What follows belongs to an exercise in optimizing a design on an open flow for small area, a short achievable clock period and few clock cycles per item; a production flow would make more cautious choices.
Where RTL was checked, it was by simulation tests only, not by an equivalence proof against the original.
No functional check of the RTL was part of runs 3 to 6.
Power and IR drop assume default switching activity.

File: flow/design.v
module swar_scan (
    input  wire        clk,
    input  wire        rst,
    input  wire        cmd_valid,
    output wire        cmd_ready,
    input  wire [31:0] cmd,
    input  wire [63:0] a,
    input  wire [63:0] b,
    input  wire [7:0]  c,
    output reg         done,
    output reg         err,
    output reg  [63:0] res,
    output wire        mem_req_valid,
    input  wire        mem_req_ready,
    output wire [63:0] mem_req_addr,
    input  wire        mem_rsp_valid,
    input  wire [63:0] mem_rsp_data
);
    localparam [7:0] OP_MEMCHR = 8'h05, OP_MEMRCHR = 8'h06, OP_STRLEN = 8'h08;
    localparam [1:0] S_IDLE = 2'd0, S_REQ = 2'd1, S_WAIT = 2'd2;
    localparam [63:0] NOT_FOUND = 64'h0000_0000_FFFF_FFFF;
    reg [1:0] state;
    assign cmd_ready = (state == S_IDLE);
    wire fire = cmd_valid && cmd_ready;
    wire [7:0] in_opc = cmd[7:0];
    wire in_legal = ((in_opc == OP_MEMCHR || in_opc == OP_MEMRCHR) &&
                     cmd[31:12] == 20'd0 && cmd[10:8] == 3'd0)
                 || (in_opc == OP_STRLEN && cmd[31:8] == 24'd0);
    reg [7:0]  opc_q;
    reg [7:0]  tgt_q;       
    reg [31:0] len_q;
    reg [63:0] addr_q;      
    reg [63:0] off_q;       
    wire rev    = (opc_q == OP_MEMRCHR);
    wire strlen = (opc_q == OP_STRLEN);
    assign mem_req_valid = (state == S_REQ);
    assign mem_req_addr  = addr_q;
    wire [63:0] remain = {32'd0, len_q} - off_q;
    wire [3:0]  nvalid = strlen ? 4'd8 : ((remain >= 64'd8) ? 4'd8 : remain[3:0]);
    reg [7:0] mlane;
    reg [2:0] first_pos, last_pos;
    integer   i, j, m;
    always @* begin
        for (i = 0; i < 8; i = i + 1)
            mlane[i] = (mem_rsp_data[8*i +: 8] == tgt_q) && (i < nvalid);
    end
    always @* begin
        first_pos = 3'd0;
        for (j = 7; j >= 0; j = j - 1)
            if (mlane[j]) first_pos = j[2:0];
    end
    always @* begin
        last_pos = 3'd0;
        for (m = 0; m < 8; m = m + 1)
            if (mlane[m]) last_pos = m[2:0];
    end
    wire [31:0] in_len  = b[31:0];
    wire [31:0] in_top  = (in_len - 32'd1) & ~32'd7;
    always @(posedge clk) begin
        done <= 1'b0;
        if (rst) begin
            state <= S_IDLE;
            err   <= 1'b0;
        end else begin
            case (state)
                S_IDLE:
                    if (fire) begin
                        opc_q <= in_opc;
                        tgt_q <= (in_opc == OP_STRLEN) ? 8'h00 : c;
                        len_q <= in_len;
                        if (!in_legal) begin
                            err  <= 1'b1;
                            done <= 1'b1;
                        end else if (in_opc != OP_STRLEN && in_len == 32'd0) begin
                            err  <= 1'b0;
                            res  <= NOT_FOUND;
                            done <= 1'b1;
                        end else begin
                            if (in_opc == OP_MEMRCHR) begin
                                off_q  <= {32'd0, in_top};
                                addr_q <= a + {32'd0, in_top};
                            end else begin
                                off_q  <= 64'd0;
                                addr_q <= a;
                            end
                            state <= S_REQ;
                        end
                    end
                S_REQ:
                    if (mem_req_ready) state <= S_WAIT;
                S_WAIT:
                    if (mem_rsp_valid) begin
                        if (mlane != 8'd0) begin
                            res   <= off_q + {61'd0, rev ? last_pos : first_pos};
                            err   <= 1'b0;
                            done  <= 1'b1;
                            state <= S_IDLE;
                        end else if (rev ? (off_q == 64'd0)
                                         : (!strlen && remain <= 64'd8)) begin
                            res   <= NOT_FOUND;
                            err   <= 1'b0;
                            done  <= 1'b1;
                            state <= S_IDLE;
                        end else begin
                            addr_q <= rev ? addr_q - 64'd8 : addr_q + 64'd8;
                            off_q  <= rev ? off_q - 64'd8 : off_q + 64'd8;
                            state  <= S_REQ;
                        end
                    end
                default: state <= S_IDLE;
            endcase
        end
    end
endmodule
File: flow/run.sh
#!/bin/bash
# synth_recipe.tcl (not shown) runs the flow's synth.tcl, then flattens the netlist and writes it again
# the make line also repeats each setting of config.mk as NAME=value (left out here)
make -C /OpenROAD-flow-scripts/flow DESIGN_CONFIG=/design/flow/config.mk WORK_HOME=/design/flow/orfs CLKGATE_MAP_FILE= SYNTH_SCRIPT=/design/flow/synth_recipe.tcl finish
File: flow/config.mk
export PLATFORM = sky130hd
export DESIGN_NAME = swar_scan
export DESIGN_NICKNAME = swar_scan
export VERILOG_FILES = /design/flow/design.v
export SDC_FILE = /design/flow/constraint.sdc
export NUM_CORES = 4
export LEC_CHECK = 0
export CAP_MARGIN = 20
export CORE_MARGIN = 2
export CORE_UTILIZATION = 40
export SLEW_MARGIN = 20
File: flow/constraint.sdc
create_clock -name core_clock -period 6.5 [get_ports {clk}]
set_input_delay 1.3000 -clock core_clock [delete_from_list [all_inputs] [get_ports {clk}]]
set_output_delay 1.3000 -clock core_clock [all_outputs]
set_load 0.01 [all_outputs]
==> reports/qor.txt, run 1 <==
outcome: complete, no violations
switching pwr: 0.9907 mW
CP bufs+invs: 4
CTS sink count: 241
global-route wire length before repair: 119,100 um
R2R Path End: addr_q[62]
setup TNS: 0 ns
DRT Pass-1 Iters: 7
Remaining DRCs: 0
Starting Density: 0.4064
placed cell count: 3,633
most used cell, CP: nand2b_4
die area: 56,880 um2
R2R depth: 21
Seq pwr share: 0.436
Total Wirelength: 77,930 um
final core occ: 0.5277
Crit path depth: 27
Vias/cell: 5.786
library cells used by synthesis: 91
Hold Crit Class: flop to flop
pwr dens: 138.5 nW/um2
CP arrival: 6.64 ns
fraction of layout cells with a size suffix above 1: 0.1002
min cycle time layout: 6.333 ns
CP max-delay cell: or4_4
CP max FO: 7
clk buf depth: 3
dominant synthesized flop cell: edfxtp_1
CTS Buf Count: 31
Post-synth EDFFs: 237
max-slew violations: 0
CTS tree: built
hold_ws: 0.5480 ns
ys async rst share: 0
final hold violation count: 0
Final #Nets: 3,397
pin count of the biggest net entering global routing: 90
Setup Viol. Count Final: 0
cell family with most CP delay: simple AND/OR/NAND/NOR gates
sequential-to-total area share from yosys stat: 0.3272
initial antenna violation count: 3
Clock power frac: 0.418
fmax: 157.9 MHz
I/O pin count: 369
H-tree depth: 1
Worst setup EP type: flop
WS Path Type: input pin to flop
num rows: 85
post-route cell area: 28,560 um2
Die H: 238.5 um
Reg clk slew, reported paths: 0.06 ns
Rel. slew slack: 0.3092
total grt overflow: 0
Post-DRT Antenna Nets: 0
net count after synthesis: 2,924
total power: 3.957 mW
Area growth, synth to finish: 29.85%
Final Wtd Congestion: 0.9480
die width: 238.5 um
clock latency at the later pin of the worst-skew pair: 0.61 ns
power share of the combinational group: 0.146
Avg WL per Cell: 21.04 um
Final Worst Setup Slack: 0.1674 ns
required time of the critical path: 6.81 ns
hpwl dp: 61,470 um
Layout fillers: 5,065
CP Capture Point: addr_q[47]
via count: 21,430
slowest cell delay on critical path: 0.59 ns
Worst VDD drop: 0.1950 mV
Avg Cell Area, Syn: 8.771 um2
Setup crit start kind: input pin
Cell Int Power: 2.966 mW
Yosys warning count: 1
fin crit share: 0.9742
worst r2r src: opc_q[5]
Global Route Usage Sum: 0.2657
Worst setup startpoint: b[2]
post-synthesis cell area: 22,000 um2
PortBufs: 336
pre-CTS WS: -0.8046 ns
Max-Cap Viols: 0
Layout Skew: 0.03053 ns
Hold Buf Count CTS: 0
Hold Crit Depth: 2
net switching fraction of the power: 0.2504
actual slew at the worst max-slew pin: 1.036 ns
Syn Inst Count: 2,508
Root Driver: clkbuf_16
leakage power: 11.80 nW
First DRT Iteration DRCs: 1,684
vias in the first global route: 20,830
Non-Filler Instances: 3,703
dpl cell area: 27,390 um2
FF+latch count, synth: 241
R2R setup slack: 0.38 ns
area of the core: 54,130 um2
## logic make-up after synthesis
logic type / Yosys count / share of synthesized area
fa+ha+maj: 179 / 0.1028
compound gates: 756 / 0.2208
flops: 241 / 0.3272
xor+xnor: 265 / 0.1055
buf+inv: 172 / 0.03020
simple gates: 887 / 0.2097
mux: 8 / 0.003811
## power by group through the flow
stage / logic [mW] / registers, mW / clock network [mW]
finish: 0.579 / 1.72 / 1.65
global placement: 0.553 / 1.76 / 0
detailed placement: 0.560 / 1.76 / 0
global route: 0.627 / 1.72 / 1.74
floorplan: 0.271 / 1.75 / 0
CTS: 0.566 / 1.72 / 1.69
## repair_timing
action,CTS,global route
endpoints found under the setup margin,14,32
pin swaps,0,11
buffers inserted,0,11
gates resized for setup,5,26
## cell usage in the layout (no fill, tap or decap), types with 88 or more instances in the layout
master           synthesis  final
xor2_1                 130    130
inv_1                   89     88
nand2_1                205    203
ha_1                   176    176
nor2_1                 181    177
o21ai_0                175    170
edfxtp_1               237    237
nand3_1                 90     89
buf_4                    1    178
xnor2_1                135    134
clkdlybuf4s50_1          0    336
a21o_1                 116    116
a21oi_1                209    207
## worst min path at each step
stage	start	endpoint
after CTS	err	err
after detailed placement	err	err
after floorplan	state[0]	err
final	err	err
after global placement	err	err
after global routing	err	err
## layout make-up
cell class | count | area [um2] | share of cell area
multi-input combinational | 2095 | 14340 | 0.5020
sequential | 241 | 7197 | 0.2520
inverter | 89 | 337.8 | 0.01183
clock inverter | 17 | 133.9 | 0.004687
antenna | 2 | 5.005 | 0.0001752
timing repair buffer | 523 | 4871 | 0.1705
clock buffer | 40 | 809.5 | 0.02834
tap | 696 | 870.8 | 0.03049
## worst register-to-register path: cells and delay by family (launching register included)
family          cells  cell delay [ns]
compound gates     10             2.43
simple gates        6             1.58
buf+inv             3             0.98
fa+ha+maj           1             0.39
flops               1             0.34
xor+xnor            1             0.10
## cell usage after synthesis, types with 65 or more instances
cell type / n / area (um2)
a21o_1: 116 / 870.8
a21oi_1: 209 / 1046
clkbuf_1: 65 / 244.0
edfxtp_1: 237 / 7117
ha_1: 176 / 2202
inv_1: 89 / 334.1
nand2_1: 205 / 769.5
nand3_1: 90 / 450.4
nor2_1: 181 / 679.4
o21ai_0: 175 / 875.8
xnor2_1: 135 / 1182
xor2_1: 130 / 1139
## state kept, by name, indices dropped and copies added (netlist names)
signal / flops
done: 1
state: 2
off_q: 61
addr_q: 64
tgt_q: 8
res: 64
len_q: 32
opc_q: 8
err: 1
## routing by layer
layer / routed length [um] / vias to the layer above / global-route usage
met2: 36250 / 624 / 0.4450
met4: 1690 / 2 / 0.05436
li1: - / 10380 / -
met5: 13 / - / 0
met1: 35870 / 10340 / 0.3723
met3: 4097 / 86 / 0.02725
Testbench counts, summed over its fixed seeds: cycles 29,016, commands 1,600.
==> run 2, diff against run 1 <==
==> flow/design.v (replaced) <==
module swar_scan (
    input  wire        clk,
    input  wire        rst,
    input  wire        cmd_valid,
    output wire        cmd_ready,
    input  wire [31:0] cmd,
    input  wire [63:0] a,
    input  wire [63:0] b,
    input  wire [7:0]  c,
    output reg         done,
    output reg         err,
    output wire [63:0] res,
    output wire        mem_req_valid,
    input  wire        mem_req_ready,
    output wire [63:0] mem_req_addr,
    input  wire        mem_rsp_valid,
    input  wire [63:0] mem_rsp_data
);
    reg        busy;        
    reg        s1, s2;      
    reg        more;        
    reg        first;       
    reg        rev, str;    
    reg [7:0]  tgt;         
    reg [2:0]  lenlo;       
    reg [28:0] remhi;       
    reg [63:0] addr;        
    reg [60:0] idx;         
    reg [1:0]  out;         
    reg [1:0]  drop;        
    reg [2:0]  pos;
    reg        nf;
    assign cmd_ready = !busy;
    wire fire = cmd_valid && !busy;
    wire [1:0] cur  = out - drop;
    assign mem_req_valid = busy && more && !s1 && !s2 &&
                           (str ? (cur == 2'd0) : (out != 2'd3));
    assign mem_req_addr  = addr;
    wire req_fire = mem_req_valid && mem_req_ready;
    wire rsp  = mem_rsp_valid && (drop == 2'd0);
    wire last = !more && (cur == 2'd1);
    wire mask_en = (rev ? first : last) && (lenlo != 3'd0);
    reg  [7:0] hit;
    integer i;
    always @* begin
        for (i = 0; i < 8; i = i + 1)
            hit[i] = (mem_rsp_data[8*i +: 8] == tgt) && !(mask_en && (i >= lenlo));
    end
    wire any = |hit;
    reg [2:0] fpos, lpos;
    integer j, k;
    always @* begin
        fpos = 3'd0;
        for (j = 7; j >= 0; j = j - 1)
            if (hit[j]) fpos = j[2:0];
        lpos = 3'd0;
        for (k = 0; k < 8; k = k + 1)
            if (hit[k]) lpos = k[2:0];
    end
    wire decide = rsp && (any || (!str && last));
    wire [1:0] out_n = out + {1'b0, req_fire} - {1'b0, mem_rsp_valid};
    wire in_legal = ((cmd[7:0] == 8'h05 || cmd[7:0] == 8'h06) &&
                     cmd[31:12] == 20'd0 && cmd[10:8] == 3'd0)
                 || (cmd[31:0] == 32'h08);
    wire in_rev = cmd[1];
    wire in_str = cmd[3];
    wire in_run = in_legal && (in_str || b[31:0] != 32'd0);
    wire [60:0] step = s1 ? {32'd0, idx[28:0]} : ((rev || s2) ? {61{1'b1}} : 61'd1);
    wire final_req = (remhi == {28'd0, lenlo == 3'd0});
    always @(posedge clk) begin
        done <= 1'b0;
        if (rsp) begin
            idx   <= rev ? idx - 61'd1 : idx + 61'd1;
            first <= 1'b0;
            pos   <= rev ? lpos : fpos;
            nf    <= !any;
        end
        if (s1) begin
            idx <= idx + {60'd0, lenlo != 3'd0};
            s1  <= 1'b0;
        end else if (s2)
            s2  <= 1'b0;
        if (s1 || s2 || req_fire)
            addr <= {addr[63:3] + step, addr[2:0]};
        if (req_fire) begin
            remhi <= remhi - 29'd1;
            if (!str && final_req) more <= 1'b0;
        end
        out <= out_n;
        if (mem_rsp_valid && drop != 2'd0) drop <= drop - 2'd1;
        if (decide) begin
            busy <= 1'b0;
            more <= 1'b0;
            done <= 1'b1;
            drop <= out_n;
        end
        if (fire) begin
            err   <= !in_legal;
            tgt   <= in_str ? 8'h00 : c;
            addr  <= a;
            idx   <= in_rev ? {32'd0, b[31:3]} : {61{1'b1}};
            remhi <= b[31:3];
            lenlo <= b[2:0];
            rev   <= in_rev;
            str   <= in_str;
            first <= 1'b1;
            more  <= 1'b1;
            s1    <= in_rev;
            s2    <= in_rev && (b[2:0] == 3'd0);
            if (in_run)
                busy <= 1'b1;
            else begin
                done <= 1'b1;
                nf   <= 1'b1;
            end
        end
        if (rst) begin
            busy <= 1'b0;
            done <= 1'b0;
            out  <= 2'd0;
            drop <= 2'd0;
        end
    end
    assign res = nf ? 64'h0000_0000_FFFF_FFFF : {idx, pos};
endmodule
==> run 2 against run 1 <==
Net effect:
- critical path depth is 15 lower
- non-clock buffer count fell by 166
- sequential cell count decreased by 59
- total power rose by 49%
- core utilization down 2.1 points
- synthesized area down 22%
- sequential share of layout area down 0.053 points
- critical path type is now flop to flop
- sequential power up 15%
- still clean
- clock power shrank 34%
- combinational power rose to 4.9 times the previous value
- global-route usage up 0.83 points
==> reports/qor.txt, run 2 <==
CTS tree: built
post-synthesis cell area: 17,120 um2 (-22%)
Compound-Gate Fraction of Synth Area: 0.2037 (-0.01705)
PortBufs: 336 (unchanged)
min cycle time layout: 5.186 ns (-1.147 ns)
pwr dens: 275.8 nW/um2 (+99%)
Remaining DRCs: 0 (unchanged)
leakage power: 7.673 nW (-35%)
ys async rst share: 0 (unchanged)
area of the core: 42,130 um2 (-22%)
die width: 210.9 um (-12%)
actual slew at the worst max-slew pin: 1.109 ns (+0.07306 ns)
hpwl dp: 47,550 um (-23%)
Worst VDD drop: 0.2146 mV (+10%)
vias in the first global route: 16,440 (-21%)
Post-synth top cells: nand2_1, a21oi_1, edfxtp_1, nor2_1, xnor2_1
H-tree depth: 4 (+3)
Hold Buf Count CTS: 0 (unchanged)
DR top layer: met5
power share of the combinational group: 0.479 (+0.333)
Largest register FFs: 64
CP max FO: 23 (+16)
library cells used by synthesis: 96 (+5.5%)
Yosys top cell area share: 0.3017 (-0.02182)
cts repair resizes: 0 (-5)
initial antenna violation count: 6 (+3)
Seq pwr share: 0.336 (-0.100)
DRT Pass-1 Iters: 7 (unchanged)
worst r2r src: rev
Hold Crit Depth: 2 (unchanged)
switching pwr: 2.410 mW (+140%)
CP arrival: 5.41 ns (-1.23 ns)
Layout fillers: 4,099 (-19%)
post-synthesis adder-cell area fraction: 0.05233 (-0.05051)
worst hold endpoint: first
total power: 5.889 mW (+49%)
clk buf depth: 2 (-1)
I/O pin count: 369 (unchanged)
setup TNS: 0 ns (unchanged)
Post-DRT Antenna Nets: 0 (unchanged)
largest area contributor in the netlist: edfxtp_1
Final Wtd Congestion: 0.9326 (-1.6%)
Layout Skew: 0.01279 ns (-0.01774 ns)
Post-Synth XOR/XNOR Area: 0.1139 (+0.008434)
Yosys warning count: 1 (unchanged)
Reg with most FFs: addr
net switching fraction of the power: 0.4091 (+0.1588)
Rel. slew slack: 0.2601 (-0.04912)
Reg clk slew, reported paths: 0.07 ns (about the same)
global-route wire length before repair: 94,240 um (-21%)
Avg Cell Area, Syn: 8.094 um2 (-7.7%)
Clock power frac: 0.185 (-0.233)
dominant synthesized flop cell: edfxtp_1
Synth area leaders: edfxtp_1, xnor2_1, nand2_1, a21oi_1, ha_1
fmax: 192.8 MHz (+22%)
FF+latch count, synth: 182 (-24%)
WL met3: 4614 um (+13%)
Setup crit start kind: flop
Area growth, synth to finish: 24.73%
net count after synthesis: 2,423 (-17%)
pin count of the biggest net entering global routing: 140 (+56%)
wl on met1: 26,740 um (-25%)
Starting Density: 0.4063 (about the same)
Global Route Usage Sum: 0.2740 (+0.008252)
post-route cell area: 21,350 um2 (-25%)
Die H: 210.9 um (-12%)
max-slew violations: 0 (unchanged)
Cell Int Power: 3.480 mW (+17%)
mux share of post-synthesis cell area: 0.007674 (+0.003863)
outcome: complete, no violations
Met2 Wirelength: 29,160 um (-20%)
Largest regs: addr: 64 flops, idx: 61 flops, remhi: 29 flops
commonest non-fill, non-tap cells in the layout: clkdlybuf4s50_1, nand2_1, a21oi_1
Hold Crit Class: flop to flop
fin crit share: 0.7978 (-0.1764)
required time of the critical path: 6.72 ns (-0.09 ns)
fraction of layout cells with a size suffix above 1: 0.05787 (-0.04229)
CTS sink count: 182 (-24%)
min-delay src: first
Total Wirelength: 62,490 um (-20%)
via count: 17,090 (-20%)
most common cell after layout, fill and taps aside: clkdlybuf4s50_1
Avg WL per Cell: 21.62 um (+2.7%)
Syn Inst Count: 2,115 (-16%)
postcts setup bufs: 0 (unchanged)
num rows: 75 (-12%)
Setup Viol. Count Final: 0 (unchanged)
die area: 44,470 um2 (-22%)
RSZ-0062 raised after global routing: no
Worst setup startpoint: rev
total grt overflow: 0 (unchanged)
Root Driver: clkbuf_16
Final #Nets: 2,645 (-22%)
Vias/cell: 5.910 (+2.1%)
largest family of logic cells by synthesized area: simple AND/OR/NAND/NOR gates
R2R setup slack: 1.31 ns (+0.93 ns)
CTS Buf Count: 17 (-45%)
clock latency at the later pin of the worst-skew pair: 0.47 ns (-0.14 ns)
R2R Path End: addr[49]
final core occ: 0.5068 (-0.02087)
sequential-to-total area share from yosys stat: 0.3134 (-0.01377)
Worst setup EP type: flop
First DRT Iteration DRCs: 1,256 (-25%)
dpl cell area: 20,760 um2 (-24%)
final hold violation count: 0 (unchanged)
Post-synth EDFFs: 172 (-27%)
WS Path Type: flop to flop
Max-Cap Viols: 0 (unchanged)
simple logic cell fraction of the synthesized area: 0.2637 (+0.05399)
R2R depth: 12 (-43%)
most numerous cell in the Yosys netlist: nand2_1
[run 2: per-layer routing]
metal	up-vias	track usage
met5	-	0
li1	8165	-
met3	108	0.05248
met1	8121	0.3507
met2	684	0.4598
met4	8	0.1000
[run 2: cell type report]
cell class	instances	area, um2	share of cell area
Clock buffer	18	429.2	0.02010
Timing Repair Buffer	357	3558	0.1666
Sequential cell	182	5369	0.2514
Antenna cell	2	5.005	0.0002344
Clock inverter	14	158.9	0.007442
Tap cell	539	674.4	0.03158
Multi-Input combinational cell	1736	10990	0.5149
Inverter	43	163.9	0.007676
[run 2: power by group through the flow]
stage                     clock [mW]  combinational, mW  sequential (mW)
after floorplan                    0               1.94             1.78
after global placement             0               2.76             1.99
after detailed placement           0               2.79             1.99
after CTS                       1.11               2.81             1.97
after global routing            1.14               3.08             2.01
final                           1.09               2.82             1.98
[run 2: logic make-up (layout without fill, tap and decap cells)]
family,after synthesis,count (layout)
adder cells (fa/ha/maj),71,71
AND/OR/NAND/NOR,891,891
flip-flops,182,182
multiplexers,13,13
buffers and inverters,197,432
other,0,2
AO/OA/AOI/OAI,540,540
XOR/XNOR,221,221
[run 2: metrics by stage]
step | hold slack [ns] | std cells | worst slack (ns)
4_1_cts | 0.4625 | 2889 | 1.443
5_1_grt | 0.5015 | 2889 | 0.9459
3_5_place_dp | 0.4506 | 2857 | 1.455
6_report | 0.4584 | 2891 | 1.314
3_3_place_gp | 0.4329 | 2857 | 1.586
2_1_floorplan | 0.4227 | 2115 | 2.288
[run 2: how the worst max path moves through the flow]
stage	endpoint	cells past startpoint	slack, ns
global placement	addr[49]	12	1.59
finish	addr[49]	12	1.31
global route	addr[49]	12	0.95
CTS	addr[49]	12	1.44
detailed placement	addr[49]	12	1.45
floorplan	addr[63]	14	2.29
[run 2: critical path, cell delays in order, from the launching register on]
cell and delay (ns):
edfxtp_1 0.62, o21bai_2 0.78, nand2_1 0.22, fa_1 0.49, a21o_1 0.20, a41o_1 0.26, nor4_1 0.52, nor4b_2 0.17
o211ai_1 0.47, nand3_1 0.34, a31oi_1 0.46, nor4b_1 0.30, nor3_1 0.10
Testbench counts of run 2, summed over its fixed seeds: cycles 19,806, commands 1,600.
==> run 3, diff against run 2 <==
==> flow/design.v (replaced) <==
module swar_scan (
    input  wire        clk,
    input  wire        rst,
    input  wire        cmd_valid,
    output wire        cmd_ready,
    input  wire [31:0] cmd,
    input  wire [63:0] a,
    input  wire [63:0] b,
    input  wire [7:0]  c,
    output reg         done,
    output reg         err,
    output wire [63:0] res,
    output wire        mem_req_valid,
    input  wire        mem_req_ready,
    output wire [63:0] mem_req_addr,
    input  wire        mem_rsp_valid,
    input  wire [63:0] mem_rsp_data
);
    reg        idle;        
    reg        go;          
    reg        thr;         
    reg        s1, s2;      
    reg        first;       
    reg        rev, str;    
    reg [7:0]  tgt;         
    reg [2:0]  lenlo;       
    reg [63:0] addr;        
    reg [28:0] idx;         
    reg [31:0] u;           
    reg [1:0]  out;         
    reg [1:0]  drop;        
    reg [2:0]  pos;
    reg        nf;          
    reg        hi;          
    assign cmd_ready     = idle;
    assign mem_req_valid = go && thr;
    assign mem_req_addr  = addr;
    wire req_fire = go && thr && mem_req_ready;
    wire fire = cmd_valid && idle;
    wire [1:0] cur  = out - drop;
    wire rsp  = mem_rsp_valid && (drop == 2'd0);
    wire last = !go && (cur == 2'd1);
    wire mask_en = (rev ? first : last) && (lenlo != 3'd0);
    reg  [7:0] hit;
    integer i;
    always @* begin
        for (i = 0; i < 8; i = i + 1)
            hit[i] = (mem_rsp_data[8*i +: 8] == tgt) && !(mask_en && (i >= lenlo));
    end
    wire any = |hit;
    reg [2:0] fpos, lpos;
    integer j, k;
    always @* begin
        fpos = 3'd0;
        for (j = 7; j >= 0; j = j - 1)
            if (hit[j]) fpos = j[2:0];
        lpos = 3'd0;
        for (k = 0; k < 8; k = k + 1)
            if (hit[k]) lpos = k[2:0];
    end
    wire decide = rsp && (any || (!str && last));
    wire in_legal = ((cmd[7:0] == 8'h05 || cmd[7:0] == 8'h06) &&
                     cmd[31:12] == 20'd0 && cmd[10:8] == 3'd0)
                 || (cmd[31:0] == 32'h08);
    wire in_rev = cmd[1];
    wire in_str = cmd[3];
    wire in_run = in_legal && (in_str || b[31:0] != 32'd0);
    wire final_req = !str && (u == {31'd0, lenlo == 3'd0});
    wire [1:0] out_n = out + {1'b0, req_fire} - {1'b0, mem_rsp_valid};
    reg  [1:0] drop_n;
    reg        go_n, str_n;
    always @* begin
        drop_n = drop;
        if (mem_rsp_valid && drop != 2'd0) drop_n = drop - 2'd1;
        if (decide) drop_n = out_n;
        go_n = go;
        if (s1) go_n = !s2;
        else if (s2) go_n = 1'b1;
        if (req_fire && final_req) go_n = 1'b0;
        if (decide) go_n = 1'b0;
        str_n = str;
        if (fire) begin
            go_n  = in_run && !in_rev;
            str_n = in_str;
        end
        if (rst) begin
            drop_n = 2'd0;
            go_n   = 1'b0;
        end
    end
    wire [1:0] rst_out_n = rst ? 2'd0 : out_n;
    wire [60:0] step = s1 ? {32'd0, idx} : ((rev || s2) ? {61{1'b1}} : 61'd1);
    always @(posedge clk) begin
        done <= 1'b0;
        out  <= rst_out_n;
        drop <= drop_n;
        go   <= go_n;
        str  <= str_n;
        thr  <= str_n ? (rst_out_n == drop_n) : (rst_out_n != 2'd3);
        if (rsp) begin
            idx   <= rev ? idx - 29'd1 : idx + 29'd1;
            first <= 1'b0;
            pos   <= rev ? lpos : fpos;
            nf    <= !any;
            hi    <= str && !(!any);
            if (str && idx == {29{1'b1}}) u <= u + 32'd1;
        end
        if (s1) begin
            idx <= idx + {28'd0, lenlo != 3'd0};
            s1  <= 1'b0;
        end else if (s2)
            s2  <= 1'b0;
        if (s1 || s2 || req_fire)
            addr <= {addr[63:3] + step, addr[2:0]};
        if (req_fire && !str)
            u <= u - 32'd1;
        if (decide) begin
            idle <= 1'b1;
            done <= 1'b1;
        end
        if (fire) begin
            err   <= !in_legal;
            tgt   <= in_str ? 8'h00 : c;
            addr  <= a;
            idx   <= in_rev ? b[31:3] : {29{1'b1}};
            u     <= in_str ? {32{1'b1}} : {3'd0, b[31:3]};
            lenlo <= b[2:0];
            rev   <= in_rev;
            first <= 1'b1;
            s1    <= in_run && in_rev;
            s2    <= in_run && in_rev && (b[2:0] == 3'd0);
            if (in_run)
                idle <= 1'b0;
            else begin
                done <= 1'b1;
                nf   <= 1'b1;
                hi   <= 1'b0;
            end
        end
        if (rst) begin
            idle <= 1'b1;
            done <= 1'b0;
            s1   <= 1'b0;
            s2   <= 1'b0;
        end
    end
    assign res = {u & {32{hi}}, {idx, pos} | {32{nf}}};
endmodule
==> run 3 against run 2 <==
Net effect:
- total power down 18%
- still clean on timing, DRC and antenna
- sequential cell count down 27
- sequential share of layout area down 0.95 points
- synthesized cell count down 21%
- non-clock buffer count down 7
- clock power down 9%
- core utilization up 2.0 points
- highest routed layer is now met4
- cell area down 13%
- die area down 16%
==> reports/qor.txt, run 3 <==
ys async rst share: 0 (unchanged)
Post-DRT Antenna Nets: 0 (unchanged)
Setup crit start kind: input pin
most common cell after layout, fill and taps aside: clkdlybuf4s50_1
Reg with most FFs: addr
pre-CTS WS: 1.021 ns (-0.4336 ns)
die width: 193.3 um (-8.3%)
R2R setup slack: 1.49 ns (+0.18 ns)
net switching fraction of the power: 0.3917 (-0.01744)
Largest register FFs: 64 (unchanged)
slowest cell delay on critical path: 0.46 ns (-0.32 ns)
CP arrival: 5.31 ns (-0.10 ns)
library cells used by synthesis: 82 (-15%)
Avg Cell Area, Syn: 8.555 um2 (+5.7%)
most numerous cell in the Yosys netlist: a21oi_1
fraction of layout cells with a size suffix above 1: 0.05486 (-0.003016)
Final Wtd Congestion: 0.8967 (-3.8%)
die area: 37,380 um2 (-16%)
Worst setup EP type: flop
dominant synthesized flop cell: edfxtp_1
Final Worst Setup Slack: 1.389 ns (+0.07533 ns)
pin count of the biggest net entering global routing: 79 (-44%)
Reg clk slew, reported paths: 0.07 ns (about the same)
post-synthesis cell area: 14,340 um2 (-16%)
Final #Nets: 2,336 (-12%)
switching pwr: 1.902 mW (-21%)
max-slew violations: 0 (unchanged)
leakage power: 7.305 nW (-4.8%)
RSZ-0062 raised after global routing: no
Layout Skew: 0.01416 ns (+0.001366 ns)
min cycle time layout: 5.111 ns (-0.07533 ns)
CP max-delay cell: nor2_2
cell family with most CP delay: compound AO/OA/AOI/OAI gates
fin crit share: 0.7863 (-0.01159)
FF+latch count, synth: 155 (-15%)
Syn Inst Count: 1,676 (-21%)
Hold Crit Class: flop to flop
Starting Density: 0.4051 (-0.001205)
hold_ws: 0.4390 ns (-0.01939 ns)
largest area contributor in the netlist: edfxtp_1
Rel. slew slack: 0.3447 (+0.08462)
final hold violation count: 0 (unchanged)
First DRT Iteration DRCs: 971 (-23%)
CP bufs+invs: 3 (+3)
CTS Buf Count: 17 (unchanged)
Layout fillers: 3,398 (-17%)
worst r2r src: rev
vias in the first global route: 13,370 (-19%)
CTS tree: built
CP max FO: 17 (-26%)
num rows: 69 (-8.0%)
cts repair resizes: 0 (unchanged)
Worst setup startpoint: mem_req_ready
Hold Buf Count CTS: 0 (unchanged)
hpwl dp: 36,000 um (-24%)
Avg WL per Cell: 18.95 um (-12%)
Area growth, synth to finish: 30.11%
Yosys top cell area share: 0.2953 (-0.006422)
outcome: complete, no violations
CTS sink count: 155 (-15%)
required time of the critical path: 6.70 ns (-0.02 ns)
I/O pin count: 369 (unchanged)
initial antenna violation count: 0 (-6)
actual slew at the worst max-slew pin: 0.9794 ns (-0.1298 ns)
DRT Pass-1 Iters: 5 (-2)
power share of the combinational group: 0.468 (-0.011)
Post-synth EDFFs: 141 (-18%)
Root Driver: clkbuf_16
Die H: 193.3 um (-8.3%)
Post-synth top cells: a21oi_1, nand2_1, edfxtp_1, ha_1, nor2_1
clock latency at the later pin of the worst-skew pair: 0.46 ns (about the same)
Hold Crit Depth: 2 (unchanged)
Remaining DRCs: 0 (unchanged)
setup TNS: 0 ns (unchanged)
Crit path depth: 15 (+3)
total grt overflow: 0 (unchanged)
Global Route Usage Sum: 0.2432 (-0.03077)
clk buf depth: 2 (unchanged)
net count after synthesis: 2,038 (-16%)
area of the core: 35,400 um2 (-16%)
Yosys warning count: 1 (unchanged)
Worst VDD drop: 0.2348 mV (+9.4%)
Cell Int Power: 2.954 mW (-15%)
most used cell, CP: buf_4
pwr dens: 260.3 nW/um2 (-5.6%)
Setup Viol. Count Final: 0 (unchanged)
sequential-to-total area share from yosys stat: 0.3148 (+0.001430)
H-tree depth: 4 (unchanged)
PortBufs: 336 (unchanged)
number of diodes: 0 (-2)
commonest non-fill, non-tap cells in the layout: clkdlybuf4s50_1, a21oi_1, nand2_1
CP Capture Point: u[29]
Largest regs: addr: 64 flops, u: 32 flops, idx: 29 flops
CP cell instances: clkdlybuf4s50_1, nand2_1, nor2_2, buf_4, buf_4, ha_1, a21o_1, a21oi_1, nand3b_1, o21ai_0, a31oi_1, a41o_1, a221oi_1, mux2i_1, nand4_1
via count: 13,770 (-19%)
R2R Path End: addr[60]
Synth area leaders: edfxtp_1, ha_1, a21oi_1, xor2_1, xnor2_1
postcts setup bufs: 0 (unchanged)
Clock power frac: 0.204 (+0.019)
Vias/cell: 5.627 (-4.8%)
R2R depth: 14 (+2)
Max-Cap Viols: 0 (unchanged)
WS Path Type: input pin to flop
global-route wire length before repair: 73,030 um (-23%)
Seq pwr share: 0.328 (-0.008)
fmax: 195.7 MHz (+1.5%)
Total Wirelength: 46,380 um (-26%)
[run 3: cell types whose count changed in the layout (fill, tap and decap cells not counted), moves of 31 or more]
cell	before	now
nand2_1	276	157
xnor2_1	138	80
ha_1	70	122
nor2_1	158	116
nand3_1	68	30
edfxtp_1	172	141
[run 3: how the worst min path moves through the flow]
stage / start / end / slack (ns)
floorplan: first / first / 0.42
global placement: first / first / 0.42
detailed placement: first / first / 0.43
CTS: first / first / 0.44
global route: first / first / 0.45
finish: first / first / 0.44
[run 3: logic make-up after synthesis]
kind of cell    share of synthesized area
simple gates                       0.2161
compound gates                     0.2203
xor+xnor                           0.1030
flops                              0.3148
fa+ha+maj                          0.1106
buf+inv                           0.03298
mux                              0.002182
[run 3: worst reg2reg max path: stages (launching register included)]
cell and delay, ns:
edfxtp_1 0.49, o21bai_2 0.73, buf_4 0.35, nand2_1 0.11, ha_1 0.43, nand4_2 0.15
nor4_2 0.48, nand3_1 0.16, a31oi_2 0.36, o2111ai_1 0.29, a21oi_1 0.43, o21ai_1 0.16
o31ai_1 0.34, xnor2_1 0.17, a21oi_1 0.08
[run 3: metrics by stage]
step / power (mW) / std cells / utilization / area [um2]
after floorplan: 3.083 / 1676 / - / 14340
after detailed placement: 3.857 / 2416 / 0.5113 / 18100
after global routing: 5.189 / 2448 / 0.5271 / 18660
after global placement: 3.836 / 2416 / 0.5113 / 18100
final: 4.857 / 2448 / 0.5271 / 18660
after CTS: 4.856 / 2448 / 0.5272 / 18660
[run 3: power by group through the flow]
stage	clock network, mW	logic, mW	registers (mW)
after floorplan	0	1.56	1.52
after global placement	0	2.23	1.61
after detailed placement	0	2.25	1.61
after CTS	1.00	2.27	1.59
after global routing	1.05	2.53	1.61
final	0.991	2.27	1.59
[run 3: cell type report]
type                       instances  area [um2]  area share
clock inverter                    13       107.6    0.005768
timing repair buffer             350        3463      0.1856
inverter                          45       170.2    0.009121
multi-input combinational       1405        9370      0.5022
sequential                       155        4514      0.2420
clock buffer                      19       454.2     0.02434
tap                              461       576.8     0.03092
[run 3: metal layers]
layer	track usage	routed length [um]
met3	0.04324	2771
met2	0.3745	20300
met4	0.05089	771
met5	0	0
met1	0.3561	22540
==> run 4, diff against run 3 <==
==> flow/flow/run.sh (new file) <==
#!/bin/bash
# Standard ORFS layout, with plain buf_1 cells as the port buffers.
set -euo pipefail
export BUFFER_PORTS_ARGS="-buffer_cell sky130_fd_sc_hd__buf_1"
bash standard.sh synth > synth.log 2>&1
bash standard.sh > layout.log 2>&1
==> flow/standard.sh (new file) <==
#!/bin/bash
# synth_recipe.tcl (not shown) runs the flow's synth.tcl, then flattens the netlist and writes it again
# the make line also repeats each setting of config.mk as NAME=value (left out here)
make -C /OpenROAD-flow-scripts/flow DESIGN_CONFIG=/design/flow/config.mk WORK_HOME=/design/flow/orfs CLKGATE_MAP_FILE= SYNTH_SCRIPT=/design/flow/synth_recipe.tcl "${@:-finish}"
--- a/flow/config.mk
+++ b/flow/config.mk
@@ -6,6 +6,8 @@
 export NUM_CORES = 4
 export LEC_CHECK = 0
+export ABC_CLOCK_PERIOD_IN_PS = 3000
 export CAP_MARGIN = 20
 export CORE_MARGIN = 2
 export CORE_UTILIZATION = 40
+export SETUP_SLACK_MARGIN = 3.0
 export SLEW_MARGIN = 20
removed: flow/run.sh
==> run 4 against run 3 <==
Net effect:
- non-clock buffer count is 165 higher
- synthesized cell count unchanged
- register-to-register slack better by 1.0 ns
- total power is 14% higher
- critical endpoint is now u[26]
==> reports/qor.txt, run 4 <==
Starting Density: 0.4051 (unchanged)
most common cell after layout, fill and taps aside: buf_1
Vias/cell: 5.728 (+1.8%)
commonest non-fill, non-tap cells in the layout: buf_1, edfxtp_1, a21oi_1
First DRT Iteration DRCs: 997 (+2.7%)
fmax: 249.5 MHz (+28%)
Reg clk slew, reported paths: 0.07 ns (about the same)
actual slew at the worst max-slew pin: 0.8950 ns (-0.08439 ns)
Setup crit start kind: input pin
most numerous cell in the Yosys netlist: a21oi_1
Setup Viol. Count Final: 0 (unchanged)
outcome: complete, no violations
total grt overflow: 0 (unchanged)
Final #Nets: 2,502 (+7.1%)
sequential-to-total area share from yosys stat: 0.3148 (unchanged)
Root Driver: clkbuf_16
Seq pwr share: 0.298 (-0.030)
pre-CTS WS: 1.546 ns (+0.5249 ns)
final hold violation count: 0 (unchanged)
clock latency at the later pin of the worst-skew pair: 0.45 ns (about the same)
fraction of layout cells with a size suffix above 1: 0.2466 (+0.1918)
vias in the first global route: 14,590 (+9.1%)
Avg WL per Cell: 20.09 um (+6.0%)
leakage power: 7.568 nW (+3.6%)
setup TNS: 0 ns (unchanged)
net switching fraction of the power: 0.4071 (+0.01543)
switching pwr: 2.246 mW (+18%)
area of the core: 35,400 um2 (unchanged)
CP arrival: 4.19 ns (-1.12 ns)
power share of the combinational group: 0.509 (+0.041)
worst r2r src: rev
net count after synthesis: 2,038 (unchanged)
CTS tree: built
Rel. slew slack: 0.4033 (+0.05857)
Remaining DRCs: 0 (unchanged)
Yosys warning count: 1 (unchanged)
clk buf depth: 2 (unchanged)
Final Worst Setup Slack: 2.493 ns (+1.103 ns)
hpwl dp: 36,060 um (+0.19%)
RSZ-0062 raised after global routing: yes
ys async rst share: 0 (unchanged)
number of diodes: 0 (unchanged)
initial antenna violation count: 2 (+2)
Avg Cell Area, Syn: 8.555 um2 (unchanged)
largest area contributor in the netlist: edfxtp_1
H-tree depth: 4 (unchanged)
Clock power frac: 0.194 (-0.010)
DRT Pass-1 Iters: 5 (unchanged)
Area growth, synth to finish: 41.34%
Worst VDD drop: 0.2113 mV (-10%)
Reg with most FFs: addr
Hold Crit Class: flop to flop
Layout Skew: 0.01336 ns (-0.0008000 ns)
post-synthesis cell area: 14,340 um2 (unchanged)
CTS Buf Count: 17 (unchanged)
Syn Inst Count: 1,676 (unchanged)
Largest register FFs: 64 (unchanged)
Post-DRT Antenna Nets: 0 (unchanged)
Largest regs: addr: 64 flops, u: 32 flops, idx: 29 flops
CP max FO: 5 (-12)
Yosys top cell area share: 0.2953 (unchanged)
Max-Cap Viols: 0 (unchanged)
R2R depth: 18 (+4)
via count: 14,970 (+8.7%)
pwr dens: 272.2 nW/um2 (+4.6%)
I/O pin count: 369 (unchanged)
global-route wire length before repair: 79,690 um (+9.1%)
max-slew violations: 0 (unchanged)
CP cell instances: buf_8, nand2_8, nor2_4, buf_6, inv_4, fa_2, nor2b_4, o2111ai_2, a311oi_2, o221ai_2, o31ai_2, a311o_1, o31ai_4, buf_4, nand3b_1, xnor2_1, a21oi_1
library cells used by synthesis: 82 (unchanged)
fin crit share: 0.6165 (-0.1697)
Final Wtd Congestion: 0.9087 (+1.3%)
PortBufs: 336 (unchanged)
slowest cell delay on critical path: 0.39 ns (-0.07 ns)
Post-synth EDFFs: 141 (unchanged)
FF+latch count, synth: 155 (unchanged)
CP max-delay cell: a311oi_2
CP Capture Point: u[26]
Total Wirelength: 52,520 um (+13%)
Worst setup startpoint: mem_req_ready
die width: 193.3 um (unchanged)
pin count of the biggest net entering global routing: 77 (-2.5%)
num rows: 69 (unchanged)
min cycle time layout: 4.007 ns (-1.103 ns)
Synth area leaders: edfxtp_1, ha_1, a21oi_1, xor2_1, xnor2_1
Cell Int Power: 3.271 mW (+11%)
WS Path Type: input pin to flop
R2R setup slack: 2.51 ns (+1.02 ns)
required time of the critical path: 6.69 ns (about the same)
Post-synth top cells: a21oi_1, nand2_1, edfxtp_1, ha_1, nor2_1
dominant synthesized flop cell: edfxtp_1
CTS sink count: 155 (unchanged)
Die H: 193.3 um (unchanged)
R2R Path End: addr[60]
die area: 37,380 um2 (unchanged)
Worst setup EP type: flop
Global Route Usage Sum: 0.2657 (+0.02252)
run 4: how the worst min path moves through the flow:
stage | startpoint | slack [ns] | endpoint | cells past startpoint
after floorplan | first | 0.42 | first | 2
after global placement | first | 0.43 | first | 2
after detailed placement | first | 0.44 | first | 2
after CTS | first | 0.45 | first | 2
after global routing | first | 0.47 | first | 2
final | first | 0.45 | first | 2
run 4: stage by stage:
| stage | total power, mW | util | instances | area (um2) | hold WS, ns |
|---|---|---|---|---|---|
| final | 5.516 | 0.5725 | 2614 | 20270 | 0.4453 |
| after global routing | 5.838 | 0.5725 | 2614 | 20270 | 0.4667 |
| after CTS | 5.182 | 0.5394 | 2557 | 19090 | 0.4458 |
| after detailed placement | 3.773 | 0.4632 | 2416 | 16400 | 0.4352 |
| after global placement | 3.734 | 0.4632 | 2416 | 16400 | 0.4254 |
| after floorplan | 3.167 | - | 1676 | 14770 | 0.4154 |
run 4: layout make-up:
type,count,area (um2)
fill,3170,15130
sequential,155,4517
clock inverter,14,170.2
multi-input combinational,1406,11400
timing repair buffer,515,2992
clock buffer,18,429.2
tap,461,576.8
inverter,45,181.4
run 4: repair_timing:
action | in CTS | in global routing
pin swaps | 108 | 142
buffers inserted | 104 | 57
setup endpoints to repair | 79 | 98
endpoints found under the hold margin | 0 | 0
gates cloned | 5 | 0
gates resized for setup | 233 | 158
hold buffers | 0 | 0
run 4: kinds of logic after synthesis:
logic type,count (synthesis),synth area share
AOI/OAI and AO/OA,503,0.2203
xor gates and xnor gates,167,0.1030
adders and majority gates,125,0.1106
buffers and inverters,116,0.03298
DFF,155,0.3148
muxes,3,0.002182
and+or+nand+nor,607,0.2161
run 4: critical path: cells and delay by family:
family	cells	cell delay, ns
AO/OA/AOI/OAI	7	1.51
XOR/XNOR	1	0.12
adder cells (fa/ha/maj)	1	0.36
buffers and inverters	4	0.40
AND/OR/NAND/NOR	4	0.49
run 4: power by group through the flow:
stage	sequential, mW	combinational, mW	clock (mW)
floorplan	1.53	1.64	0
global placement	1.64	2.09	0
detailed placement	1.65	2.12	0
CTS	1.63	2.46	1.09
global route	1.66	3.05	1.12
finish	1.64	2.81	1.07
run 4: per-layer routing:
| layer | global-route usage | share of wire |
|---|---|---|
| met1 | 0.3543 | 0.43 |
| met2 | 0.4503 | 0.49 |
| met5 | 0 | 0.00063 |
| met4 | 0.07945 | 0.026 |
| met3 | 0.03347 | 0.051 |
==> run 5, diff against run 4 <==
--- a/flow/design.v
+++ b/flow/design.v
@@ -90,5 +90,38 @@
     end
     wire [1:0] rst_out_n = rst ? 2'd0 : out_n;
-    wire [60:0] step = s1 ? {32'd0, idx} : ((rev || s2) ? {61{1'b1}} : 61'd1);
+    wire        dn = (rev || s2) && !s1;
+    wire [28:0] alo_op = s1 ? idx : {{28{dn}}, 1'b1};
+    wire [29:0] alo_sum = {1'b0, addr[31:3]} + {1'b0, alo_op};
+    wire        acy = alo_sum[29] ^ dn;           
+    wire [31:0] ahi_p = addr[63:32] ^ {32{dn}};
+    reg  [31:0] ahi_t;
+    integer m;
+    always @* begin
+        ahi_t[0] = 1'b1;
+        for (m = 1; m < 32; m = m + 1)
+            ahi_t[m] = ahi_t[m-1] & ahi_p[m-1];
+    end
+    wire [63:0] addr_n = {addr[63:32] ^ (ahi_t & {32{acy}}), alo_sum[28:0], addr[2:0]};
+    wire        idn = rev && !s1;
+    wire [28:0] idx_p = idx ^ {29{idn}};
+    reg  [29:0] idx_t;
+    integer n;
+    always @* begin
+        idx_t[0] = 1'b1;
+        for (n = 1; n < 30; n = n + 1)
+            idx_t[n] = idx_t[n-1] & idx_p[n-1];
+    end
+    wire [28:0] idx_n = idx ^ idx_t[28:0];
+    wire        idx_wrap = idx_t[29];             
+    wire [31:0] u_p = u ^ {32{!str}};
+    reg  [31:0] u_t;
+    integer q;
+    always @* begin
+        u_t[0] = 1'b1;
+        for (q = 1; q < 32; q = q + 1)
+            u_t[q] = u_t[q-1] & u_p[q-1];
+    end
+    wire [31:0] u_n = u ^ u_t;
+    wire        u_en = str ? (rsp && idx_wrap) : req_fire;
     always @(posedge clk) begin
         done <= 1'b0;
@@ -99,20 +132,19 @@
         thr  <= str_n ? (rst_out_n == drop_n) : (rst_out_n != 2'd3);
         if (rsp) begin
-            idx   <= rev ? idx - 29'd1 : idx + 29'd1;
             first <= 1'b0;
             pos   <= rev ? lpos : fpos;
             nf    <= !any;
-            hi    <= str && !(!any);
-            if (str && idx == {29{1'b1}}) u <= u + 32'd1;
+            hi    <= str && any;
         end
-        if (s1) begin
-            idx <= idx + {28'd0, lenlo != 3'd0};
+        if (rsp || (s1 && lenlo != 3'd0))
+            idx <= idx_n;
+        if (s1)
             s1  <= 1'b0;
-        end else if (s2)
+        else if (s2)
             s2  <= 1'b0;
         if (s1 || s2 || req_fire)
-            addr <= {addr[63:3] + step, addr[2:0]};
-        if (req_fire && !str)
-            u <= u - 32'd1;
+            addr <= addr_n;
+        if (u_en)
+            u <= u_n;
         if (decide) begin
             idle <= 1'b1;
--- a/flow/config.mk
+++ b/flow/config.mk
@@ -6,5 +6,4 @@
 export NUM_CORES = 4
 export LEC_CHECK = 0
-export ABC_CLOCK_PERIOD_IN_PS = 3000
 export CAP_MARGIN = 20
 export CORE_MARGIN = 2
==> run 5 against run 4 <==
Net effect:
- synthesized cell count down 16%
- fmax up 5.3%
- register-to-register slack better by 0.18 ns
- worst hold slack better by 0.00057 ns
- global-route usage down 2.4 points
- highest routed layer unchanged
- sequential share of layout area up 6.6 points
- cell count down 18%
- still clean on timing, DRC and antenna
- die area down 13%
- first-iteration DRC count down 26%
- largest power group is now registers
==> reports/qor.txt, run 5 <==
sequential-to-total area share from yosys stat: 0.3623 (+0.04749)
Global Route Usage Sum: 0.2420 (-0.02372)
pin count of the biggest net entering global routing: 82 (+6.5%)
Seq pwr share: 0.395 (+0.097)
WS Path Type: flop to flop
Die H: 180.5 um (-6.6%)
outcome: complete, no violations
CP arrival: 4.00 ns (-0.19 ns)
Yosys warning count: 1 (unchanged)
Hold Crit Depth: 2 (unchanged)
via count: 12,020 (-20%)
Reg clk slew, reported paths: 0.07 ns (about the same)
CP cell instances: o21bai_4, buf_6, nand2_2, ha_4, a211o_1, a21oi_2, o211ai_1, a221o_1, o21a_4, buf_4, buf_6, nor2_4, mux2i_4, nor4_1, a211o_1
Syn Inst Count: 1,416 (-16%)
Starting Density: 0.4063 (+0.001160)
vias in the first global route: 11,420 (-22%)
CTS sink count: 155 (unchanged)
CTS Buf Count: 17 (unchanged)
actual slew at the worst max-slew pin: 1.066 ns (+0.1714 ns)
Total Wirelength: 40,710 um (-22%)
largest area contributor in the netlist: edfxtp_1
Vias/cell: 5.573 (-2.7%)
Worst setup startpoint: rev
hold_ws: 0.4459 ns (+0.0005670 ns)
post-synthesis cell area: 12,460 um2 (-13%)
worst r2r src: rev
Avg WL per Cell: 18.88 um (-6.0%)
total grt overflow: 0 (unchanged)
Setup Viol. Count Final: 0 (unchanged)
Synth area leaders: edfxtp_1, xnor2_1, xor2_1, a21oi_1, nand2_1
commonest non-fill, non-tap cells in the layout: buf_1, edfxtp_1, nand2_1
required time of the critical path: 6.69 ns (about the same)
Largest regs: addr: 64 flops, u: 32 flops, idx: 29 flops
Rel. slew slack: 0.2880 (-0.1153)
min cycle time layout: 3.807 ns (-0.2006 ns)
PortBufs: 336 (unchanged)
library cells used by synthesis: 90 (+9.8%)
slowest cell delay on critical path: 0.45 ns (+0.06 ns)
fmax: 262.7 MHz (+5.3%)
Hold Buf Count CTS: 0 (unchanged)
Avg Cell Area, Syn: 8.799 um2 (+2.8%)
R2R setup slack: 2.69 ns (+0.18 ns)
fraction of layout cells with a size suffix above 1: 0.1404 (-0.1062)
Cell Int Power: 2.367 mW (-28%)
dominant synthesized flop cell: edfxtp_1
Crit path depth: 15 (-2)
Remaining DRCs: 0 (unchanged)
leakage power: 5.199 nW (-31%)
Yosys top cell area share: 0.3398 (+0.04454)
Worst setup EP type: flop
Post-DRT Antenna Nets: 0 (unchanged)
clk buf depth: 2 (unchanged)
FF+latch count, synth: 155 (unchanged)
Clock power frac: 0.273 (+0.079)
CP max FO: 8 (+3)
Post-synth EDFFs: 141 (unchanged)
worst hold endpoint: first
num rows: 64 (-7.2%)
CP max-delay cell: a221o_1
pwr dens: 237.5 nW/um2 (-13%)
net switching fraction of the power: 0.3630 (-0.04410)
area of the multi-input gates: 8100 um2 (-29%)
Setup crit start kind: flop
Root Driver: clkbuf_16
clock latency at the later pin of the worst-skew pair: 0.44 ns (about the same)
fin crit share: 0.5857 (-0.03086)
Reg with most FFs: addr
most numerous cell in the Yosys netlist: nand2_1
global-route wire length before repair: 62,670 um (-21%)
CTS tree: built
Hold Crit Class: flop to flop
min-delay src: first
First DRT Iteration DRCs: 740 (-26%)
Post-synth top cells: nand2_1, a21oi_1, edfxtp_1, xnor2_1, xor2_1
final hold violation count: 0 (unchanged)
Layout fillers: 2,951 (-6.9%)
most common cell after layout, fill and taps aside: buf_1
Area growth, synth to finish: 25.56%
Layout Skew: 0.01425 ns (+0.0008954 ns)
power share of the combinational group: 0.332 (-0.177)
FF/Latch Area: 4518 um2 (about the same)
switching pwr: 1.349 mW (-40%)
max-slew violations: 0 (unchanged)
R2R Path End: addr[57]
cell family with most CP delay: compound AO/OA/AOI/OAI gates
Final #Nets: 2,017 (-19%)
ys async rst share: 0 (unchanged)
hpwl dp: 29,340 um (-19%)
die area: 32,580 um2 (-13%)
Max-Cap Viols: 0 (unchanged)
initial antenna violation count: 3 (+1)
DRT Pass-1 Iters: 5 (unchanged)
Largest register FFs: 64 (unchanged)
die width: 180.5 um (-6.6%)
H-tree depth: 4 (unchanged)
net count after synthesis: 1,687 (-17%)
CP bufs+invs: 3 (-1)
setup TNS: 0 ns (unchanged)
area of the core: 30,670 um2 (-13%)
RSZ-0062 raised after global routing: yes
Worst VDD drop: 0.1733 mV (-18%)
I/O pin count: 369 (unchanged)
R2R depth: 15 (-3)
Final Wtd Congestion: 0.8898 (-2.1%)
==> run 5: changes by cell type after synthesis, moves of 17 or more <==
cell     change
ha_1        -89
a21o_1      -49
a21oi_1     -44
o21ai_0     -35
xnor2_1     +35
nor2_1      -34
inv_1       -26
a31oi_1     -17
==> run 5: layout make-up <==
cell class	count	area share
multi-input cells	1156	0.5178
flip-flops and latches	155	0.2888
repair buffers	397	0.1195
well taps	396	0.03167
clock buffers	17	0.02719
clock inverters	15	0.009998
inverters	19	0.004879
diodes	1	0.0001600
==> run 5: per-layer routing <==
| metal | track usage | vias to the layer above | part of all wire |
|---|---|---|---|
| met1 | 0.3010 | 5684 | 0.42 |
| met3 | 0.05053 | 71 | 0.062 |
| met2 | 0.4131 | 448 | 0.49 |
| li1 | - | 5808 | - |
| met4 | 0.08935 | 4 | 0.030 |
| met5 | 0 | - | 0.00066 |
==> run 5: how the worst max path moves through the flow <==
stage | end | slack [ns]
after detailed placement | addr[39] | 1.81
after global placement | addr[36] | 1.87
final | addr[57] | 2.69
after global routing | addr[59] | 2.56
after floorplan | addr[56] | 2.63
after CTS | addr[56] | 2.74
==> run 5: metrics by stage <==
| step | cells | util | total power [mW] | setup WS (ns) | area [um2] |
|---|---|---|---|---|---|
| floorplan | 1416 | - | 2.229 | 2.626 | 12690 |
| global placement | 2073 | 0.4592 | 2.552 | 1.871 | 14080 |
| detailed placement | 2073 | 0.4592 | 2.572 | 1.814 | 14080 |
| CTS | 2146 | 0.4991 | 3.683 | 2.742 | 15310 |
| global route | 2155 | 0.5100 | 3.928 | 2.559 | 15640 |
| finish | 2156 | 0.5101 | 3.715 | 2.693 | 15640 |
==> run 5: timing repair <==
| item | in CTS | in global routing |
|---|---|---|
| gates cloned | 2 | 0 |
| buffers inserted | 39 | 9 |
| setup endpoints to repair | 118 | 104 |
| gates resized for setup | 54 | 53 |
| pin swaps | 33 | 37 |
==> run 5: cells by family after synthesis <==
family,after synthesis,share of synthesized area
simple gates,589,0.2497
mux,19,0.01597
compound gates,308,0.1536
buf+inv,106,0.03846
fa+ha+maj,34,0.03475
xor+xnor,205,0.1452
flops,155,0.3623
==> run 5: power by group through the flow <==
stage	clock, mW	sequential, mW	combinational [mW]
2_1_floorplan	0	1.41	0.816
3_3_place_gp	0	1.48	1.07
3_5_place_dp	0	1.49	1.08
4_1_cts	1.04	1.47	1.18
5_1_grt	1.07	1.49	1.36
6_report	1.01	1.47	1.24
==> run 5: tightest hold or removal path: stages (launching register included) <==
cell     delay [ns]
dfxtp_1        0.31
nand2_1        0.05
nand2_1        0.04
==> run 6, diff against run 5 <==
--- a/flow/config.mk
+++ b/flow/config.mk
@@ -9,4 +9,4 @@
 export CORE_MARGIN = 2
 export CORE_UTILIZATION = 40
-export SETUP_SLACK_MARGIN = 3.0
+export SETUP_SLACK_MARGIN = 3.5
 export SLEW_MARGIN = 20
==> run 6 against run 5 <==
Net effect:
- still clean
- sequential share of layout area down 1.6 points
- setup slack gained 0.063 ns
- register-to-register slack better by 0.06 ns
- clock power hardly changed
- worst hold slack worse by 0.0043 ns
- synthesized cell count did not move
- cell area is 5.9% higher
- sequential cell count is the same
- combinational power up about 10%
- sequential power barely moved
- non-clock buffer count increased by 44
- die area unchanged
- critical path type unchanged
- largest cell class unchanged
- largest power group unchanged
==> reports/qor.txt, run 6 <==
CP arrival: 3.94 ns (-0.06 ns)
Post-DRT Antenna Nets: 0 (unchanged)
post-route cell area: 16,570 um2 (+5.9%)
Vias/cell: 5.599 (+0.47%)
First DRT Iteration DRCs: 804 (+8.6%)
via count: 12,350 (+2.8%)
hold_ws: 0.4415 ns (-0.004331 ns)
RSZ-0062 raised after global routing: yes
pwr dens: 234.0 nW/um2 (-1.5%)
H-tree depth: 4 (unchanged)
Total Wirelength: 42,590 um (+4.6%)
Starting Density: 0.4063 (unchanged)
fraction of layout cells with a size suffix above 1: 0.1930 (+0.05261)
die area: 32,580 um2 (unchanged)
commonest non-fill, non-tap cells in the layout: buf_1, edfxtp_1, nand2_1
placed cell count: 2,072 (-0.048%)
worst hold endpoint: first
Root Driver: clkbuf_16
global-route wire length before repair: 62,700 um (about the same)
Max-Cap Viols: 0 (unchanged)
Syn Inst Count: 1,416 (unchanged)
Final #Nets: 2,066 (+2.4%)
Synth area leaders: edfxtp_1, xnor2_1, xor2_1, a21oi_1, nand2_1
CTS tree: built
setup TNS: 0 ns (unchanged)
clock latency at the later pin of the worst-skew pair: 0.44 ns (about the same)
final core occ: 0.5404 (+0.03035)
CTS Buf Count: 17 (unchanged)
Largest regs: addr: 64 flops, u: 32 flops, idx: 29 flops
slowest cell delay on critical path: 0.42 ns (-0.03 ns)
Hold Crit Class: flop to flop
Post-synth EDFFs: 141 (unchanged)
CTS sink count: 155 (unchanged)
R2R depth: 14 (-1)
Global Route Usage Sum: 0.2427 (+0.0006700)
post-synthesis cell area: 12,460 um2 (unchanged)
Area growth, synth to finish: 33.03%
Avg WL per Cell: 19.30 um (+2.2%)
leakage power: 5.599 nW (+7.7%)
Worst VDD drop: 0.1860 mV (+7.3%)
total power: 3.879 mW (+4.4%)
pre-CTS WS: 1.567 ns (-0.2460 ns)
outcome: complete, no violations
Largest register FFs: 64 (unchanged)
Final Worst Setup Slack: 2.756 ns (+0.06282 ns)
Yosys warning count: 1 (unchanged)
largest area contributor in the netlist: edfxtp_1
Layout Skew: 0.009334 ns (-0.004918 ns)
dominant synthesized flop cell: edfxtp_1
Avg Cell Area, Syn: 8.799 um2 (unchanged)
most used cell, CP: a211o_1
Post-synth top cells: nand2_1, a21oi_1, edfxtp_1, xnor2_1, xor2_1
cell family with most CP delay: compound AO/OA/AOI/OAI gates
fmax: 267.1 MHz (+1.7%)
Reg with most FFs: addr
Reg clk slew, reported paths: 0.07 ns (about the same)
Yosys top cell area share: 0.3398 (unchanged)
fin crit share: 0.5760 (-0.009665)
vias in the first global route: 11,230 (-1.6%)
FF+latch count, synth: 155 (unchanged)
dpl cell area: 14,160 um2 (+0.59%)
R2R setup slack: 2.76 ns (+0.06 ns)
PortBufs: 336 (unchanged)
actual slew at the worst max-slew pin: 0.7824 ns (-0.2840 ns)
ys async rst share: 0 (unchanged)
worst r2r src: rev
Non-Filler Instances: 2,206 (+2.3%)
num rows: 64 (unchanged)
area of the core: 30,670 um2 (unchanged)
CP max-delay cell: edfxtp_1
Setup crit start kind: flop
final hold violation count: 0 (unchanged)
R2R Path End: addr[57]
Rel. slew slack: 0.4784 (+0.1903)
min cycle time layout: 3.744 ns (-0.06282 ns)
most common cell after layout, fill and taps aside: buf_1
DRT Pass-1 Iters: 7 (+2)
max-slew violations: 0 (unchanged)
Setup Viol. Count Final: 0 (unchanged)
hpwl dp: 28,640 um (-2.4%)
initial antenna violation count: 3 (unchanged)
required time of the critical path: 6.69 ns (about the same)
CP cell instances: buf_6, o21bai_4, buf_12, nand2_4, ha_4, a211o_1, a21oi_2, o211ai_1, a221o_1, o21a_4, nor2_2, mux2i_4, nor4_1, a211o_1
min-delay src: first
I/O pin count: 369 (unchanged)
sequential-to-total area share from yosys stat: 0.3623 (unchanged)
total grt overflow: 0 (unchanged)
CP max FO: 6 (-2)
clk buf depth: 2 (unchanged)
CP bufs+invs: 2 (-1)
Final Wtd Congestion: 0.8681 (-2.4%)
net count after synthesis: 1,687 (unchanged)
die width: 180.5 um (unchanged)
library cells used by synthesis: 90 (unchanged)
WS Path Type: flop to flop
Die H: 180.5 um (unchanged)
pin count of the biggest net entering global routing: 100 (+22%)
Hold Crit Depth: 2 (unchanged)
Remaining DRCs: 0 (unchanged)
most numerous cell in the Yosys netlist: nand2_1
Worst setup EP type: flop
==> run 6: repair_timing <==
item | CTS | global route
gates resized for setup | 73 | 110
setup buffers | 43 | 45
gates cloned | 8 | 4
pin swaps | 35 | 74
hold buffers | 0 | 0
setup endpoints to repair | 209 | 189
==> run 6: layout make-up <==
class	count	area [um2]
sequential	155	4528
clock inverter	15	162.7
inverter	19	72.57
multi-input combinational	1161	8526
clock buffer	17	425.4
antenna	2	5.005
timing repair buffer	441	2360
tap	396	495.5
fill	2860	14090
==> run 6: cell families (layout without fill, tap and decap cells) <==
group | after synthesis | in the layout | synth area share
other cells | 0 | 2 | 0
simple gates | 589 | 591 | 0.2497
compound gates | 308 | 311 | 0.1536
xor+xnor | 205 | 205 | 0.1452
mux | 19 | 20 | 0.01597
flops | 155 | 155 | 0.3623
buf+inv | 106 | 492 | 0.03846
fa+ha+maj | 34 | 34 | 0.03475
==> run 6: tightest hold or removal path, cell delays in order, from the launching register on <==
cell and delay [ns]:
dfxtp_1 0.31, nand2_1 0.05, nand2_1 0.04
==> run 6: how the worst max path moves through the flow <==
stage               start       end  slack (ns)  depth (start not counted)
floorplan             rev  addr[56]        2.63                         17
global placement      rev  addr[39]        1.63                         12
detailed placement    rev  addr[39]        1.57                         12
CTS                   rev  addr[56]        2.76                         14
global route          rev  addr[56]        2.66                         15
finish                rev  addr[57]        2.76                         14
==> run 6: power by group <==
group	internal, mW	switching (mW)
logic	0.640	0.727
clock network	0.574	0.466
registers	1.27	0.204
total	2.48	1.40
==> run 6: metal layers <==
layer	wire (um)	global-route usage	up-vias
met3	3032	0.05154	62
met5	16	0	-
li1	-	-	5897
met2	20600	0.4160	488
met4	1057	0.06226	2
met1	17880	0.3107	5902

[separate check: timing with driven ports]
No port has a modelled driver above. Below, the same layouts with a new extraction and two added sets of constraints. Step 1 (the two cells are an assumption about what drives the block):
set clk [get_ports {clk}]
set_driving_cell -lib_cell sky130_fd_sc_hd__clkbuf_16 $clk
set_driving_cell -lib_cell sky130_fd_sc_hd__buf_2 [delete_from_list [all_inputs] $clk]
Step 2 also shifts input and output timing later by t, the mid clock arrival at the registers, as if the neighbouring blocks saw the same clock. Three values: no drivers, after step 1, after step 2; two values: the first two.
run	shift t [ns]	setup slack, ns	hold slack, ns
run 1	0.650	0.167 / 0.206 / -0.444	0.548 / 0.548 / 0.548
run 2	0.522	1.314 / 1.314 / 1.314	0.458 / 0.458 / 0.458
run 3	0.510	1.389 / 1.396 / 0.886	0.439 / 0.439 / 0.439
run 4	0.496	2.493 / 2.459 / 1.963	0.445 / 0.445 / 0.445
run 5	0.486	2.693 / 2.693 / 2.693	0.446 / 0.446 / 0.446
run 6	0.481	2.756 / 2.756 / 2.756	0.442 / 0.442 / 0.442
Met with ideal ports but missed after step 2: setup timing in run 1. For run 1, which loses most, drivers alone change the setup slack by +0.039 ns; drivers and shift together by -0.611 ns.
